Background: an optimization exercise with open tools, aiming at small area, a short achievable clock period and few clock cycles per item. Do not read the settings as production practice. Function was checked by simulation only, so behaviour that the tests miss may differ from the original.

// hdrs_dec
module hdrs_dec (
    input  wire        clk,
    input  wire        rst,
    input  wire        cmd_valid,
    output wire        cmd_ready,
    input  wire        cmd_op,         
    input  wire        cmd_crc_init,   
    input  wire [4:0]  cmd_nsym,
    input  wire        in_valid,
    output wire        in_ready,
    input  wire [7:0]  in_data,
    output wire        val_valid,
    input  wire        val_ready,
    output wire [31:0] val_data,
    output wire        done,
    output wire [1:0]  done_code,      
    output wire [3:0]  done_sym,
    output wire [9:0]  done_info,
    output wire [4:0]  done_count,
    output wire [6:0]  done_bytes,
    output wire [31:0] done_crc
);
    localparam FD = 6;               
    function [31:0] crc_update;
        input [31:0] st;
        input [7:0]  b;
        integer k;
        reg [31:0] c;
        begin
            c = st ^ {24'd0, b};
            for (k = 0; k < 8; k = k + 1)
                c = c[0] ? ((c >> 1) ^ 32'hEDB88320) : (c >> 1);
  ...
Settings: LEC_CHECK=0, ABC_AREA=1, CAP_MARGIN=20, CORE_MARGIN=2, CORE_UTILIZATION=50, CTS_CLUSTER_DIAMETER=80, CTS_CLUSTER_SIZE=24, PLACE_DENSITY=0.65, SETUP_SLACK_MARGIN=4.25, SLEW_MARGIN=20, TNS_END_PERCENT=5; clock period 8.0 ns.
run.sh (not shown) runs the stock make flow with config.mk's settings and CLKGATE_MAP_FILE= SYNTH_SCRIPT=/design/flow/synth_recipe.tcl, a recipe that flattens the netlist after the stock synthesis.
The starting point produced a clean layout.
Testbench counts at the start, summed over its fixed seeds: cycles 13,733, symbols 9,235.
==> next run, changes <==
SETUP_SLACK_MARGIN = 4.5   (was 4.25)
After rerunning: The changed run completed with no timing, DRC or antenna violations. Clock-buffer cell count does not change. Wire length barely changes. Final cell count barely changes. Worst hold slack got worse by 0.0034 ns. Maximum frequency is about the same. Area after synthesis does not change. Via count stays flat.


## the baseline
Another version of the RTL of hdrs_dec (not shown whole).
For scale: roughly 3,700 cells after synthesis, about 860 flip-flops.
clock: 8.0 ns
lec_check: 0
abc_area: 1
cap_margin: 20
core_margin: 2
core_utilization: 55
cts_cluster_diameter: 80
cts_cluster_size: 24
place_density: 0.7
setup_slack_margin: 4.5
slew_margin: 20
tns_end_percent: 10
Testbench counts of the baseline, summed over its fixed seeds: cycles 14,081, symbols 9,235.
The inputs of the candidate differ from those of the baseline as listed below.
# the baseline
export LEC_CHECK = 0
export ABC_AREA = 1
export CAP_MARGIN = 20
export CORE_MARGIN = 2
export CORE_UTILIZATION = 55
export CTS_CLUSTER_DIAMETER = 80
export CTS_CLUSTER_SIZE = 24
export PLACE_DENSITY = 0.7
export SETUP_SLACK_MARGIN = 4.5
export SLEW_MARGIN = 20
export TNS_END_PERCENT = 10
create_clock -name core_clock -period 8.0 [get_ports {clk}]
# the candidate
export LEC_CHECK = 0
export ABC_AREA = 1
export CAP_MARGIN = 20
export CORE_MARGIN = 2
export CORE_UTILIZATION = 50
export CTS_CLUSTER_DIAMETER = 80
export CTS_CLUSTER_SIZE = 24
export PLACE_DENSITY = 0.65
export SETUP_SLACK_MARGIN = 5
export SLEW_MARGIN = 20
create_clock -name core_clock -period 8.0 [get_ports {clk}]
--- outcome ---
After synthesis and placement, the instance count of the candidate is above that of the baseline. The die of the candidate is larger than the one used in the baseline. Reported for the candidate and the baseline, maximum fanout along the worst path turned out identical to the last digit. Compared with the baseline, the detailed router inserted more vias in the candidate. Compared with the baseline, the candidate shows multi-input logic area that has gone up by more than 10%.


## P
Starting RTL as in the previous note.
clock: 8.0 ns
lec_check: 0
abc_area: 1
cap_margin: 20
core_margin: 2
core_utilization: 50
cts_cluster_diameter: 80
cts_cluster_size: 24
place_density: 0.65
setup_slack_margin: 4.5
slew_margin: 20
tns_end_percent: 0
Testbench counts of P, summed over its fixed seeds: cycles 14,081, symbols 9,235.
Input changes introduced in Q (baseline for comparison: P):
-- flow/config.mk --
<<< P, line 17
export TNS_END_PERCENT = 0
>>> Q, line 17
export TNS_END_PERCENT = 5
Results
A critical path capture point of bnd_left[2] is what Q shows, while p_bm[10] belongs to P. Diff P -> Q: data required time at the worst endpoint went down by 0.09 ns, global-route usage climbed 0.62 points. Q vs. P: worst path setup slack after routing shows an increase of 0.24 ns; routed wire length shows an increase of 2100 um. NOTE: portion of the clock cycle consumed by the worst path in the final layout in Q falls short of that of P.
Here is what was changed in the inputs of R compared with Q.
-- flow/config.mk --
<<< Q, line 17
export TNS_END_PERCENT = 5
>>> R, line 17
## What came out
- R finished every stage and its layout cleared the timing, design-rule and antenna checks.
- Origin of the worst setup path = p_bm[2]: R; origin of the worst setup path = p_bm[3]: Q
- R against Q; routability-driven placement congestion ratio is up by a few percent.
- R leaves more setup margin than Q.
- Delta (R minus Q): count of clock-buffer cells in the layout moved up; cell area grew by 1600 sq um; proportion of cell area occupied by registers decreased by 1.9 points relative to the old numbers; number of nets in the layout increased 1.4%.


hdrs_dec again, from the RTL that the note above started with.
Settings: LEC_CHECK=0, ABC_AREA=1, CAP_MARGIN=20, CORE_MARGIN=2, CORE_UTILIZATION=50, CTS_CLUSTER_DIAMETER=80, CTS_CLUSTER_SIZE=24, PLACE_DENSITY=0.65, SETUP_SLACK_MARGIN=4.5, SLEW_MARGIN=20, TNS_END_PERCENT=5; clock period 8.0 ns.
standard.sh (not shown) runs the stock make flow with config.mk's settings and CLKGATE_MAP_FILE= SYNTH_SCRIPT=/design/flow/synth_recipe.tcl, a recipe that flattens the netlist after the stock synthesis.
==> flow/flow/run.sh <==
#!/bin/bash
# Standard layout; the port buffers use a small plain buffer cell instead of the
# delay buffer the resizer picks by default.
set -e
export BUFFER_PORTS_ARGS="-buffer_cell sky130_fd_sc_hd__buf_2"
bash standard.sh > standard.log 2>&1
Testbench counts at the start, summed over its fixed seeds: cycles 14,081, symbols 9,235.
Rerun with:
==> flow/run.sh (new file) <==
#!/bin/bash
# synth_recipe.tcl (not shown) runs the flow's synth.tcl, then flattens the netlist and writes it again
# the make line also repeats each setting of config.mk as NAME=value (left out here)
make -C /OpenROAD-flow-scripts/flow DESIGN_CONFIG=/design/flow/config.mk WORK_HOME=/design/flow/orfs CLKGATE_MAP_FILE= SYNTH_SCRIPT=/design/flow/synth_recipe.tcl finish
- GPL_TIMING_DRIVEN: not set -> 0
removed: flow/flow/run.sh
removed: flow/standard.sh
The new run passed the timing, design-rule and antenna checks.
Fmax is about the same.
Clock-buffer cell count falls by 8.
Final area came out higher by about 2.5%.
Synthesized cell count is unchanged.
Non-clock buffer count came out higher by 90.
Final cell count is higher by 1.5%.
Utilization goes up by 1.4 points.

==> port drivers added, routing unchanged <==
The results above use ideal ports. As a check the final layouts listed here were re-extracted and re-timed, cells and wires unchanged. Step 1 (the two cells are an assumption about what drives the block):
set clk [get_ports {clk}]
set_driving_cell -lib_cell sky130_fd_sc_hd__clkbuf_16 $clk
set_driving_cell -lib_cell sky130_fd_sc_hd__buf_2 [delete_from_list [all_inputs] $clk]
Step 2 moves the port delays by t, midway between the first and last clock arrival at a register: inputs arrive t later, outputs are due t later. That takes back most of the time a late clock gives input paths. a / b / c = ideal ports / drivers / drivers and shift; a / b = the first two.
run	shift t [ns]	setup WS [ns]	worst register clock-pin slew, ns
the first run of note 1	0.686	3.956 / 3.956 / 3.956	0.10 / 0.10
the second run of note 1	0.686	3.955 / 3.955 / 3.955	0.10 / 0.10
the baseline	0.685	3.736 / 3.736 / 3.736	0.10 / 0.10
the candidate	0.699	3.851 / 3.851 / 3.851	0.10 / 0.10
P	0.701	3.625 / 3.625 / 3.625	0.10 / 0.10
Q	0.697	3.862 / 3.862 / 3.862	0.10 / 0.10
R	0.686	3.884 / 3.884 / 3.884	0.10 / 0.10
the first run of note 4	0.698	3.723 / 3.723 / 3.723	0.10 / 0.10
the second run of note 4	0.681	3.720 / 3.720 / 3.491	0.10 / 0.10
After both steps setup and hold are still met in every run listed. For the second run of note 4, which loses most, drivers alone change the setup slack by 0.000 ns; drivers and shift together by -0.229 ns.
